From an optimization exercise on the open Yosys and OpenROAD flow, aimed at small area; shortcuts taken in it are not production practice.
In this exercise RTL edits were held to simulation tests only and were not proved equivalent to the original.
Power is estimated from default activity; no workload was simulated.

===== design/flow/design.v =====
module necir_core #(
    parameter [7:0] DEV_ADDR       = 8'h00,
    parameter [7:0] CMD_POWER_ON   = 8'h08,
    parameter [7:0] CMD_POWER_OFF  = 8'h09,
    parameter [7:0] CMD_MODE_COOL  = 8'h30,
    parameter [7:0] CMD_MODE_HEAT  = 8'h31,
    parameter [7:0] CMD_MODE_FAN   = 8'h32,
    parameter [7:0] CMD_MODE_DRY   = 8'h33,
    parameter [7:0] CMD_MODE_AUTO  = 8'h34,
    parameter [7:0] TEMP_BASE      = 8'h10,
    parameter [7:0] CMD_FAN_LOW    = 8'h40,
    parameter [7:0] CMD_FAN_MEDIUM = 8'h41,
    parameter [7:0] CMD_FAN_HIGH   = 8'h42,
    parameter [7:0] CMD_FAN_AUTO   = 8'h43
) (
    input             clk,
    input             rst_n,        
    input             soft_rst,     
    input             bus_req,
    input             bus_we,
    input      [1:0]  bus_size,     
    input      [11:0] bus_addr,
    input      [31:0] bus_wdata,
    output            bus_ack,
    output            bus_err,
    output reg [31:0] bus_rdata,
    output reg        tx_call,      
    output            tx_send,      
    output     [15:0] tx_freq,
    output     [15:0] tx_duty,
    output            tx_pvalid,    
    output     [15:0] tx_pdata,
    input             tx_pready,
    input             tx_rvalid,
    input             tx_rerr,
    input      [7:0]  tx_rcode
);
    localparam [15:0] T_HDR_MARK   = 16'd9000;
    localparam [15:0] T_HDR_SPACE  = 16'd4500;
    localparam [15:0] T_BIT_MARK   = 16'd560;
    localparam [15:0] T_ONE_SPACE  = 16'd1690;
    localparam [15:0] T_ZERO_SPACE = 16'd560;
    localparam [15:0] T_STOP_MARK  = 16'd560;
    localparam [15:0] CARRIER_HZ   = 16'd38000;
    localparam [15:0] CARRIER_DUTY = 16'd500;
    localparam [2:0] ERR_NONE     = 3'h0;
    localparam [2:0] ERR_RANGE    = 3'h1;
    localparam [2:0] ERR_ENUM     = 3'h2;
    localparam [2:0] ERR_ILLEGAL  = 3'h3;
    localparam [2:0] ERR_NO_FRAME = 3'h4;
    localparam [2:0] ERR_HARDWARE = 3'h5;
    localparam [1:0] TX_IDLE     = 2'd0;
    localparam [1:0] TX_WAIT_ON  = 2'd1;
    localparam [1:0] TX_WAIT_SND = 2'd2;
    localparam [1:0] TX_WAIT_OFF = 2'd3;
    localparam        NENT     = 71;
    localparam [6:0]  E_PAIR   = 7'd67;
    localparam [6:0]  E_RXR    = 7'd68;
    localparam [6:0]  E_CMD_LO = 7'd69;
    localparam [6:0]  E_CMD_HI = 7'd70;
    localparam [1:0] PH_IDLE = 2'd0;
    localparam [1:0] PH_P1OK = 2'd1;
    localparam [1:0] PH_FIN  = 2'd2;
    localparam [1:0] PH_BAD  = 2'd3;
    reg        frame_ready;
    reg        carrier_on;
    reg        drain;
    reg [1:0]  txstate;
    reg [2:0]  err;
    reg [16*NENT-1:0] ring;       
    reg [6:0]  ptr;
    reg        zflag;             
    reg        pair_valid;
    reg [31:0] rxword;
    reg        rx_fmt, rx_aok, rx_cok;
    reg        hw_rec;            
    reg [7:0]  hw_code;
    reg [1:0]  hw_step;
    reg [1:0]  ph;
    reg [6:0]  send_idx;
    wire        busy   = (txstate != TX_IDLE);
    wire [15:0] head   = ring[15:0];
    wire [15:0] head1  = ring[31:16];
    wire        p_end  = (ptr == E_CMD_HI);
    wire        in_pul = (ptr < 7'd67);
    assign tx_send   = (txstate == TX_WAIT_SND);
    wire st_on = (txstate == TX_WAIT_ON);
    genvar gi;
    generate
        for (gi = 0; gi < 16; gi = gi + 1) begin : g_carrier
            assign tx_freq[gi] = CARRIER_HZ[gi]   ? st_on : tx_send;
            assign tx_duty[gi] = CARRIER_DUTY[gi] ? st_on : tx_send;
        end
    endgenerate
    assign tx_pvalid = tx_send & in_pul & (ptr == send_idx);
    assign tx_pdata  = head;
    wire        aligned   = (bus_size == 2'd2) && (bus_addr[1:0] == 2'b00);
    wire        is_reg    = (bus_addr < 12'h020);
    wire        is_pulse  = (bus_addr >= 12'h100) && (bus_addr <= 12'h208);
    wire        acc_ok    = aligned & (is_reg | is_pulse);
    wire [2:0]  ra        = bus_addr[4:2];
    reg  [6:0]  tgt;
    reg         in_ring;
    always @(*) begin
        tgt     = {~bus_addr[8], bus_addr[7:2]};               
        in_ring = 1'b1;
        if (is_reg) begin
            case (ra)
                3'd0:       tgt = E_CMD_LO;
                3'd2, 3'd3: tgt = E_PAIR;
                3'd5:       tgt = E_RXR;
                default:    in_ring = 1'b0;
            endcase
        end
    end
    wire        hit       = (ptr == tgt) & ~zflag;
    wire        rd        = bus_req & acc_ok & ~bus_we;
    wire        wr        = bus_req & acc_ok & bus_we & ~busy;
    wire        wr_cmd    = wr & is_reg & (ra == 3'd0);
    wire        wr_rxword = wr & is_reg & (ra == 3'd4);
    wire        wr_pulse  = wr & is_pulse & hit;
    wire [7:0] op  = bus_wdata[31:24];
    wire [7:0] rsv = bus_wdata[23:16];
    wire [7:0] opa = bus_wdata[15:8];
    wire [7:0] opb = bus_wdata[7:0];
    wire illegal = (op == 8'h00) || (op > 8'h08) || (rsv != 8'h00) ||
                   ((op != 8'h05) && (opa != 8'h00)) ||
                   ((op == 8'h01) && (opb[7:1] != 7'h00)) ||
                   ((op >= 8'h06) && (opb != 8'h00));
    reg [7:0] enc_addr;
    reg [7:0] enc_cmd;
    reg [2:0] enc_err;
    always @(*) begin
        enc_addr = DEV_ADDR;
        enc_cmd  = 8'h00;
        enc_err  = ERR_NONE;
        case (op)
            8'h01: enc_cmd = opb[0] ? CMD_POWER_ON : CMD_POWER_OFF;
            8'h02: case (opb)
                       8'd0: enc_cmd = CMD_MODE_COOL;
                       8'd1: enc_cmd = CMD_MODE_HEAT;
                       8'd2: enc_cmd = CMD_MODE_FAN;
                       8'd3: enc_cmd = CMD_MODE_DRY;
                       8'd4: enc_cmd = CMD_MODE_AUTO;
                       default: enc_err = ERR_ENUM;
                   endcase
            8'h03: begin
                       if ($signed(opb) < 16 || $signed(opb) > 30)
                           enc_err = ERR_RANGE;
                       else
                           enc_cmd = TEMP_BASE + (opb - 8'd16);
                   end
            8'h04: case (opb)
                       8'd0: enc_cmd = CMD_FAN_LOW;
                       8'd1: enc_cmd = CMD_FAN_MEDIUM;
                       8'd2: enc_cmd = CMD_FAN_HIGH;
                       8'd3: enc_cmd = CMD_FAN_AUTO;
                       default: enc_err = ERR_ENUM;
                   endcase
            8'h05: begin
                       enc_addr = 8'h00;       
                       enc_cmd  = opb;
                   end
            default: ;
        endcase
    end
    wire [7:0] pair_a = enc_addr | opa;
    wire is_encode = (op >= 8'h01) && (op <= 8'h05);
    wire emit_op   = !illegal && is_encode && (enc_err == ERR_NONE);
    wire vwrd_op   = !illegal && (op == 8'h06);
    wire vpul_op   = !illegal && (op == 8'h07);
    wire [31:0] emit_word = {~enc_cmd, enc_cmd, ~pair_a, pair_a};
    wire [31:0] emit_rot  = {emit_word[30:0], emit_word[31]};
    wire        emit_bit  = emit_rot[ptr[5:1]];
    reg  [15:0] emit_val;
    always @(*) begin
        if (ptr == 7'd0)
            emit_val = T_HDR_MARK;
        else if (ptr == 7'd1)
            emit_val = T_HDR_SPACE;
        else if (ptr[0] && emit_bit)
            emit_val = T_ONE_SPACE;
        else
            emit_val = T_BIT_MARK;
    end
    wire head_one = (head == T_ONE_SPACE);
    reg  head_ok;
    always @(*) begin
        if (ptr == 7'd0)
            head_ok = (head == T_HDR_MARK);
        else if (ptr == 7'd1)
            head_ok = (head == T_HDR_SPACE);
        else if (ptr[0])
            head_ok = (head == T_ZERO_SPACE) || head_one;
        else
            head_ok = (head == T_BIT_MARK);
    end
    wire start   = (ph == PH_IDLE) & ~zflag & (ptr == 7'd0);
    reg  [1:0] eph;                         
    always @(*) begin
        eph = ph;
        if (ph == PH_IDLE)
            eph = start ? (vpul_op ? PH_P1OK : PH_FIN) : PH_IDLE;
        if (!wr_cmd)
            eph = PH_IDLE;
    end
    wire fin      = (eph == PH_FIN);
    wire tail     = fin | (eph == PH_BAD);   
    wire cmd_done = tail & p_end;
    wire rxw_addr_ok = ((rxword[7:0] ^ rxword[15:8]) == 8'hFF);
    wire rxw_cmd_ok  = ((rxword[23:16] ^ rxword[31:24]) == 8'hFF);
    wire rx_good     = vwrd_op | fin;       
    assign bus_err = ~acc_ok;
    assign bus_ack = bus_req & (~acc_ok |
                                (~bus_we & (~in_ring | hit)) |
                                (wr & (is_pulse ? hit : (ra != 3'd0) | cmd_done)));
    wire r_head  = ~is_reg | (ra == 3'd0) | (ra == 3'd2) | (ra == 3'd5);    
    wire r_fw    = is_reg & (ra == 3'd3);
    wire r_cmd   = is_reg & (ra == 3'd0);
    wire r_stat  = is_reg & (ra == 3'd1);
    wire r_pair  = is_reg & (ra == 3'd2);
    wire r_rxw   = is_reg & (ra == 3'd4);
    wire r_rxr   = is_reg & (ra == 3'd5);
    wire r_hw    = is_reg & (ra == 3'd6) & hw_rec & ~busy;
    wire r_car   = is_reg & (ra == 3'd7);
    wire r_fwinv = r_fw & pair_valid;
    wire [31:0] status = {20'h0, 1'b0, err, 2'b00, txstate, drain, carrier_on, frame_ready, busy};
    always @(*) begin
        bus_rdata = ({32{r_rxw}}  & rxword) |
                    ({32{r_stat}} & status) |
                    ({32{r_hw}}   & {22'h0, hw_step, hw_code}) |
                    ({32{r_car}}  & {CARRIER_DUTY, CARRIER_HZ}) |
                    ({32{r_cmd}}  & {head1, 16'h0}) |
                    ({32{r_pair}} & {15'h0, pair_valid, 16'h0}) |
                    ({32{r_rxr}}  & {12'h0, rx_aok & rx_cok, rx_fmt, rx_cok, rx_aok, 16'h0}) |
                    ({32{r_head}} & {16'h0, head}) |
                    ({32{r_fw}}   & {8'h0, head[15:8], 8'h0, head[7:0]}) |
                    ({32{r_fwinv}} & {~head[15:8], 8'h0, ~head[7:0], 8'h0});
    end
    wire s_wlo  = ~zflag & (wr_pulse | (tail & (ptr == E_CMD_LO)));
    wire s_whi  = ~zflag & cmd_done;
    wire s_emit = ~zflag & fin & emit_op & in_pul;
    wire s_pair = ~zflag & fin & emit_op & (ptr == E_PAIR);
    wire s_rx   = ~zflag & tail & (vwrd_op | vpul_op) & (ptr == E_RXR);
    wire s_head = ~zflag & ~(s_wlo | s_whi | s_emit | s_pair | s_rx);
    wire [15:0] ins = ({16{s_head}} & head) |
                      ({16{s_wlo}}  & bus_wdata[15:0]) |
                      ({16{s_whi}}  & bus_wdata[31:16]) |
                      ({16{s_emit}} & emit_val) |
                      ({16{s_pair}} & {enc_cmd, pair_a}) |
                      ({16{s_rx & rx_good}} & {rxword[23:16], rxword[7:0]});
    always @(posedge clk)
        ring <= {ins, ring[16*NENT-1:16]};
    wire rxw_clr  = ~rst_n | soft_rst;
    wire rxw_shift = fin & vpul_op & ptr[0] & (ptr != 7'd1) & in_pul;
    wire rxw_load = ~rxw_clr & wr_rxword;
    wire rxw_sh   = ~rxw_clr & rxw_shift;
    wire rxw_keep = ~rxw_clr & ~wr_rxword & ~rxw_shift;
    always @(posedge clk)
        rxword <= ({32{rxw_load}} & bus_wdata) |
                  ({32{rxw_sh}}   & {head_one, rxword[31:1]}) |
                  ({32{rxw_keep}} & rxword);
    wire rec_now = tx_rvalid & tx_rerr & ~drain & ~hw_rec;
    always @(posedge clk) begin
        if (rec_now) begin
            hw_code <= tx_rcode;
            hw_step <= txstate;
        end
        if (tx_pvalid & tx_pready)
            send_idx <= send_idx + 7'd1;
        if (tx_rvalid && txstate == TX_WAIT_ON)
            send_idx <= 7'd0;
    end
    always @(posedge clk) begin
        if (!rst_n) begin
            tx_call     <= 1'b0;
            frame_ready <= 1'b0;
            carrier_on  <= 1'b0;
            drain       <= 1'b0;
            txstate     <= TX_IDLE;
            err         <= ERR_NONE;
            ptr         <= 7'd0;
            zflag       <= 1'b1;
            pair_valid  <= 1'b0;
            rx_fmt      <= 1'b0;
            rx_aok      <= 1'b0;
            rx_cok      <= 1'b0;
            hw_rec      <= 1'b0;
            ph          <= PH_IDLE;
        end else begin
            tx_call <= 1'b0;
            ptr     <= p_end ? 7'd0 : ptr + 7'd1;
            if (p_end)
                zflag <= 1'b0;
            if (bus_ack)
                ph <= PH_IDLE;
            else if (eph == PH_P1OK)
                ph <= (in_pul & ~head_ok) ? PH_BAD : p_end ? PH_FIN : PH_P1OK;
            else
                ph <= eph;
            if (wr_pulse)
                frame_ready <= 1'b0;
            if (wr_cmd && cmd_done) begin
                if (illegal) begin
                    err <= ERR_ILLEGAL;
                end else if (is_encode) begin
                    err <= enc_err;
                    if (emit_op) begin
                        pair_valid  <= 1'b1;
                        frame_ready <= 1'b1;
                    end
                end else if (vwrd_op || vpul_op) begin
                    rx_fmt <= rx_good;
                    rx_aok <= rx_good & rxw_addr_ok;
                    rx_cok <= rx_good & rxw_cmd_ok;
                    err    <= ERR_NONE;
                end else begin
                    if (!frame_ready) begin
                        err <= ERR_NO_FRAME;
                    end else begin
                        err        <= ERR_NONE;
                        hw_rec     <= 1'b0;
                        carrier_on <= 1'b1;
                        txstate    <= TX_WAIT_ON;
                        tx_call    <= 1'b1;
                    end
                end
            end
            if (tx_rvalid && busy) begin
                if (rec_now)
                    hw_rec <= 1'b1;
                case (txstate)
                    TX_WAIT_ON: begin
                        tx_call <= 1'b1;
                        if (!tx_rerr && !drain)
                            txstate <= TX_WAIT_SND;
                        else
                            txstate <= TX_WAIT_OFF;
                    end
                    TX_WAIT_SND: begin
                        txstate <= TX_WAIT_OFF;
                        tx_call <= 1'b1;
                    end
                    default: begin  
                        if (!tx_rerr)
                            carrier_on <= 1'b0;
                        if (!drain)
                            err <= (hw_rec | rec_now) ? ERR_HARDWARE : ERR_NONE;
                        drain   <= 1'b0;
                        txstate <= TX_IDLE;
                    end
                endcase
            end
            if (soft_rst) begin
                frame_ready <= 1'b0;
                err         <= ERR_NONE;
                ptr         <= 7'd0;
                zflag       <= 1'b1;
                pair_valid  <= 1'b0;
                rx_fmt      <= 1'b0;
                rx_aok      <= 1'b0;
                rx_cok      <= 1'b0;
                hw_rec      <= 1'b0;
                if (busy)
                    drain   <= 1'b1;
            end
        end
    end
endmodule

===== design/flow/flow/run.sh =====
#!/bin/bash
# The standard ORFS layout (standard.sh) with three changes:
#  - synthesis maps the combinational logic with an area-oriented ABC script
#    (flow/my_synth.tcl, flow/area.abc); registers are mapped as in the standard synthesis;
#  - CTS uses clkbuf_8 with larger sink clusters and no dummy loads;
#  - the ports are buffered with the smallest buffer (buf_1).
# All tool output goes to standard.log; ORFS keeps its per-step logs under orfs/logs.
set -euo pipefail
here=$(pwd)
sed "s#SYNTH_SCRIPT=[^ ]*#SYNTH_SCRIPT=$here/flow/my_synth.tcl#" standard.sh > my_standard.sh
grep -q "SYNTH_SCRIPT=$here/flow/my_synth.tcl" my_standard.sh
export CTS_ARGS="-sink_clustering_enable -repair_clock_nets -dont_use_dummy_load -buf_list {sky130_fd_sc_hd__clkbuf_8} -sink_clustering_size 20 -sink_clustering_max_diameter 50"
export BUFFER_PORTS_ARGS="-buffer_cell sky130_fd_sc_hd__buf_1"
bash my_standard.sh > standard.log 2>&1

===== design/flow/flow/area.abc =====
strash
&get -n
&deepsyn -T 30
&put
dch -f
map -a
mfs2 -W 6 -F 4
strash
dc2
dch -f
map -a
topo

===== design/flow/flow/my_synth.tcl =====
# The standard synthesis (synth_recipe.tcl, unchanged), except that Yosys's abc pass
# maps the combinational logic with an area-oriented ABC script (area.abc). Flip-flops are
# mapped before abc, so the registers, their names and cell types are the standard ones.
set ::my_abc_script [file join [file dirname [file normalize [info script]]] area.abc]
proc abc {args} {
  set i [lsearch -exact $args -script]
  if { $i >= 0 } { lset args [expr {$i + 1}] $::my_abc_script }
  yosys abc {*}$args
}
source [file join [file dirname [file dirname [file normalize [info script]]]] synth_recipe.tcl]

===== design/flow/standard.sh =====
#!/bin/bash
# synth_recipe.tcl (not shown) runs the flow's synth.tcl, then flattens the netlist and writes it again
# the make line also repeats each setting of config.mk as NAME=value (left out here)
make -C /OpenROAD-flow-scripts/flow DESIGN_CONFIG=/design/flow/config.mk WORK_HOME=/design/flow/orfs CLKGATE_MAP_FILE= SYNTH_SCRIPT=/design/flow/synth_recipe.tcl "${@:-finish}"

===== design/flow/config.mk =====
export PLATFORM = sky130hd
export DESIGN_NAME = necir_core
export DESIGN_NICKNAME = necir_core
export VERILOG_FILES = /design/flow/design.v
export SDC_FILE = /design/flow/constraint.sdc
export NUM_CORES = 4
export LEC_CHECK = 0
export CAP_MARGIN = 20
export CORE_MARGIN = 2
export CORE_UTILIZATION = 50
export PLACE_DENSITY = 0.75
export SLEW_MARGIN = 20

===== design/flow/constraint.sdc =====
create_clock -name core_clock -period 10.0 [get_ports {clk}]
set_input_delay 2.0000 -clock core_clock [delete_from_list [all_inputs] [get_ports {clk}]]
set_output_delay 2.0000 -clock core_clock [all_outputs]
set_load 0.01 [all_outputs]

==> notes.md <==
- The flow ran to the end and the layout has no timing, DRC or antenna violations.
- The setup violation total in the final timing report is 0.
- From synthesis to final layout, the design area changed by 7.94%.
- Summed over all nets, the half-perimeter wirelength after detailed placement is 37.5 mm.
- The number of different library cells used by synthesis comes to 39.
- The die is 241 um wide.
- After floorplanning, the core was sized to cover 55400 um2.
- The count of final hold-check violations is 0.
- The number of top-level design ports is 147.
- The via count of the first global-routing pass is 13600.
- The die covers 58200 um2.
- The post-detailed-route DRC marker count is 0.
- Setup repair after global routing left no endpoint under its margin.
- The number of slew-limit violations in the final report came to 0.
- In this run the worst hold path is classified as flop to flop.
- Counting flops and latches in the post-synthesis netlist gives 1209.
- Clock skew on the completed layout was measured at 0.0643 ns.
- For this run, the number of Yosys warnings is 1.
- Clock latency on the worst-skew pair, taken at its later pin, is 0.67 ns.
- The clock tree root buffer cell is sky130_fd_sc_hd__clkbuf_8.
- Summed over all cells, the static leakage comes to 11.4 nW.
- After synthesis, flip-flops and latches occupy 86.3% of the total area.
- The worst setup path is launched from an input pin.
- The number of antenna diodes in the final layout is 0.
- The combinational family with the most area after synthesis is compound AO/OA/AOI/OAI gates.
- Synthesis produced 1921 cells.
- Per report_power, the combinational group accounts for 0.8% of the total.
- The classification of the worst setup path is input pin to output port.
- Power comes to 6.85 mW.
- The routed wire length is 53.0 mm.
- The post-CTS clock slew at the launch and capture registers of the worst setup and hold paths is 0.11 ns.
- For the finished layout, the period the worst path requires is 7.29 ns.
- The total CTS buffers is 77.
- The deepest level of the CTS H-tree is 3.
- The peak ir drop on the vdd network is 0.183 mV.
- The routed layout has 13900 vias.
- The post-route netlist has 4.28% of its cells at a drive strength greater than 1.
- The proportion of power drawn by the clock network is 28.8%.
- The per-cell routed wire length is 18.6 um.
- The internal power of the cells totals 5.53 mW.
- For this design the total switching power over the nets is 1.32 mW.
- The number of cell rows is 86.
- The post-synthesis instance area is 28200 um2.
- The total overflow left after global routing is 0.
- STA classifies the critical path endpoint as an output port.
- The first global-routing pass estimated 80.3 mm of wire.
- Summing the areas of all fa, ha and maj instances in the mapped netlist gives 0.355% of the synthesized area.
- CTS saw 1209 sinks.
- The number of nets handed over by synthesis was 1991.
- The area fraction in compound gates after synthesis is 5.69%.
- Once detail routing completed, the nets flagged for antenna violations numbered 0.
- The arrival time at the worst endpoint is 5.29 ns.
- After detailed routing, the number of vias per cell comes to 4.86.
- Of the total synthesized cell area, the portion taken by XOR and XNOR cells is 0.155%.
- For this run, the post-layout net count is 2174.
- The headroom to the max-slew limit is 43.9%.
- The initial antenna violation count is 2.
- Counting the fill cells in the layout gives 4440.
- The number of buffers inserted for hold repair after clock tree synthesis is 0.
- The die is 241 um tall.
- The final cycle utilization of the critical path is 72.9%.
- The biggest fanout along the worst timing path is 9.
- The effective utilization at floorplan is 50.8%.
- The ratio of total power to cell area is 225 nW/um2.
- Setup total negative slack on the finished layout was measured at 0 ns.
- The post-cts gate resize count is 0.
- The mux share of post-synthesis cell area is 0%.
- The share of total power dissipated in sequential elements is 70.4%.
- Averaged over all synthesized cells, the footprint is 14.7 um2.
- The clock passes through at most 3 buffers.
- The first-pass detailed-route iteration total is 6.
- The highest clock frequency the design can meet is 0.137 GHz.
- STA puts the critical path data required time at 8.00 ns.
- In this run switching power makes up 19.3% of total power.
- Max-cap violations in this run came to 0.
- The actual transition at the worst max-transition pin is 0.820 ns.
- Global routing used 18.6% of the available tracks across all layers.
- The DRC violation total after the first TritonRoute iteration is 952.
- The basic-gate share of the synthesized area counting and, or, nand and nor cells is 4.49%.
- Once the clock tree was built, the setup fixing pass inserted 0 buffers.
- In this run the tool buffered the top-level ports with 146 buffer cells.
- Routability-driven placement finished with a final weighted congestion of 0.891.
- The pin count of the biggest net entering global routing is 34.
- The TritonCTS clock tree is done.
## flip-flops by register name, indices dropped and copies added, names as in the netlist
signal	flops
ring	1136
rxword	32
hw_code	8
ptr	7
send_idx	7
err	3
hw_step	2
ph	2
txstate	2
carrier_on	1
drain	1
frame_ready	1
hw_rec	1
pair_valid	1
rx_aok	1
rx_cok	1
rx_fmt	1
tx_call	1
zflag	1
## path summary, 6_finish.rpt
path | start | end | slack [ns] | depth (start not counted)
max | bus_wdata[26] | bus_ack | 2.71 | 16
max reg2reg | ptr[3] | ring[1120] | 5.17 | 20
min reg2reg | ring[515] | ring[499] | 0.27 | 0
min | ring[515] | ring[499] | 0.27 | 0
## cell type report
class | instances | area [um2] | area share, %
well taps | 748 | 936 | 3.08
repair buffers | 152 | 593 | 1.95
inverters | 131 | 492 | 1.62
clock buffers | 77 | 1060 | 3.49
flip-flops and latches | 1209 | 24300 | 79.9
multi-input cells | 533 | 3020 | 9.93
## synth_stat cells
cell                        number  area share (%)
sky130_fd_sc_hd__dfxtp_1      1199              85
sky130_fd_sc_hd__clkinv_1      131             1.7
sky130_fd_sc_hd__nand2_1       116             1.5
sky130_fd_sc_hd__nor2_1         86             1.1
sky130_fd_sc_hd__buf_4          48             1.3
sky130_fd_sc_hd__o221ai_1       46             1.4
sky130_fd_sc_hd__a21oi_1        42            0.75
sky130_fd_sc_hd__a22oi_1        39             1.0
sky130_fd_sc_hd__o21ai_0        31            0.55
sky130_fd_sc_hd__nand3_1        29            0.52
sky130_fd_sc_hd__o22ai_1        24            0.53
sky130_fd_sc_hd__nor3_1         22            0.39
sky130_fd_sc_hd__nor4_1         19            0.42
sky130_fd_sc_hd__o2111ai_1      11            0.34
sky130_fd_sc_hd__edfxtp_1       10             1.1
sky130_fd_sc_hd__nand4_1        10            0.22
sky130_fd_sc_hd__o211ai_1       10            0.27
sky130_fd_sc_hd__a221oi_1        9            0.28
sky130_fd_sc_hd__ha_1            8            0.36
sky130_fd_sc_hd__xnor2_1         3           0.093
sky130_fd_sc_hd__a2111oi_0       2           0.062
sky130_fd_sc_hd__a211oi_1        2           0.053
sky130_fd_sc_hd__a31oi_1         2           0.044
sky130_fd_sc_hd__a32o_1          2           0.071
sky130_fd_sc_hd__nand3b_1        2           0.053
sky130_fd_sc_hd__nor3b_1         2           0.053
sky130_fd_sc_hd__o21bai_1        2           0.053
sky130_fd_sc_hd__or4_2           2           0.062
sky130_fd_sc_hd__xor2_1          2           0.062
sky130_fd_sc_hd__a2111o_1        1           0.040
sky130_fd_sc_hd__a311oi_1        1           0.031
sky130_fd_sc_hd__a32oi_1         1           0.031
sky130_fd_sc_hd__and2_2          1           0.027
sky130_fd_sc_hd__and3_2          1           0.027
sky130_fd_sc_hd__o21a_1          1           0.027
sky130_fd_sc_hd__o31ai_1         1           0.027
sky130_fd_sc_hd__o32ai_1         1           0.031
sky130_fd_sc_hd__o41ai_1         1           0.031
sky130_fd_sc_hd__or2_2           1           0.022
## through the flow
stage               utilization (%)  setup slack [ns]  cells  cell area, um2  hold slack, ns
floorplan                         -              3.48   1921           28200           0.310
global placement               52.9              2.93   2773           29300           0.311
detailed placement             52.9              2.84   2773           29300           0.312
CTS                            54.9              2.83   2850           30400           0.273
global route                   54.9              2.53   2850           30400           0.270
finish                         54.9              2.71   2850           30400           0.267
## power by group through the flow
stage | logic (mW) | clock network [mW] | registers (mW)
3_3_place_gp | 0.0528 | 0 | 4.93
4_1_cts | 0.0540 | 2.06 | 4.82
2_1_floorplan | 0.0221 | 0 | 4.93
3_5_place_dp | 0.0538 | 0 | 4.93
6_report | 0.0550 | 1.97 | 4.82
5_1_grt | 0.0593 | 2.23 | 4.83
## critical path, cell delays in order
cell and delay (ns):
sky130_fd_sc_hd__buf_1 0.52, sky130_fd_sc_hd__clkinv_1 0.26, sky130_fd_sc_hd__nor2_1 0.41, sky130_fd_sc_hd__o32ai_1 0.17, sky130_fd_sc_hd__nand2_1 0.19, sky130_fd_sc_hd__clkinv_1 0.16
sky130_fd_sc_hd__nand4_1 0.12, sky130_fd_sc_hd__nand2_1 0.09, sky130_fd_sc_hd__clkinv_1 0.07, sky130_fd_sc_hd__a21oi_1 0.05, sky130_fd_sc_hd__or2_2 0.31, sky130_fd_sc_hd__nor2_1 0.31
sky130_fd_sc_hd__nor3_1 0.12, sky130_fd_sc_hd__o221ai_1 0.15, sky130_fd_sc_hd__and2_2 0.19, sky130_fd_sc_hd__buf_1 0.15
## metal layers
metal | vias up | track usage [%] | wire [um] | part of all wire [%]
li1 | 6608 | - | - | -
met1 | 6606 | 27.4 | 25800 | 49
met2 | 530 | 25.2 | 20700 | 39
met3 | 107 | 6.83 | 5020 | 9.5
met4 | 4 | 5.65 | 1420 | 2.7
met5 | - | 0 | 26 | 0.049
## cell usage in the layout, fill, tap and decap left out, types with 2 or more instances in the layout
| master | count |
|---|---|
| sky130_fd_sc_hd__o2111ai_1 | 11 |
| sky130_fd_sc_hd__nand3_1 | 28 |
| sky130_fd_sc_hd__a211oi_1 | 2 |
| sky130_fd_sc_hd__a221oi_1 | 9 |
| sky130_fd_sc_hd__nand2_1 | 116 |
| sky130_fd_sc_hd__nor4_1 | 19 |
| sky130_fd_sc_hd__o221ai_1 | 46 |
| sky130_fd_sc_hd__a31oi_1 | 2 |
| sky130_fd_sc_hd__ha_1 | 8 |
| sky130_fd_sc_hd__a21oi_1 | 42 |
| sky130_fd_sc_hd__clkbuf_8 | 77 |
| sky130_fd_sc_hd__clkinv_1 | 131 |
| sky130_fd_sc_hd__xnor2_1 | 3 |
| sky130_fd_sc_hd__or4_2 | 2 |
| sky130_fd_sc_hd__edfxtp_1 | 10 |
| sky130_fd_sc_hd__o21ai_0 | 31 |
| sky130_fd_sc_hd__xor2_1 | 2 |
| sky130_fd_sc_hd__nor2_1 | 85 |
| sky130_fd_sc_hd__nand3b_1 | 2 |
| sky130_fd_sc_hd__a2111oi_0 | 2 |
| sky130_fd_sc_hd__buf_4 | 6 |
| sky130_fd_sc_hd__a32o_1 | 2 |
| sky130_fd_sc_hd__o22ai_1 | 24 |
| sky130_fd_sc_hd__a22oi_1 | 39 |
| sky130_fd_sc_hd__nor3b_1 | 2 |
| sky130_fd_sc_hd__o211ai_1 | 10 |
| sky130_fd_sc_hd__buf_1 | 146 |
| sky130_fd_sc_hd__nand4_1 | 10 |
| sky130_fd_sc_hd__o21bai_1 | 2 |
| sky130_fd_sc_hd__nor3_1 | 22 |
| sky130_fd_sc_hd__dfxtp_1 | 1199 |
## cell families after synthesis
group	Yosys count
flip-flops	1209
AND/OR/NAND/NOR	291
AO/OA/AOI/OAI	229
buffers and inverters	179
adder cells (fa/ha/maj)	8
XOR/XNOR	5

[afterwards: timing with drivers on the ports]
The flow's constraints put no driver on any port. The routed layout listed below was extracted and timed again, unchanged, in two steps.
Step 1 assumes that a clkbuf_16 drives the clock port and a buf_2 every other input.
Step 2 adds t to the input delays and takes it off the output delays; t is the mean of the earliest and latest rising clock arrival at the registers after step 1. Input paths then give back, and output paths get back, about the clock's delay inside the block.
Three values: no drivers, after step 1, after step 2; two values: the first two.
shift t [ns]: 0.690
setup slack, ns: 2.714 / 2.641 / 2.641
slew at the worst register clock pin (ns): 0.11 / 0.11
worst slew at a driven data input, ns: 0.07
After both steps this run still meets setup and hold. The setup slack of this run moves by -0.073 ns with the drivers and by -0.073 ns with both steps.
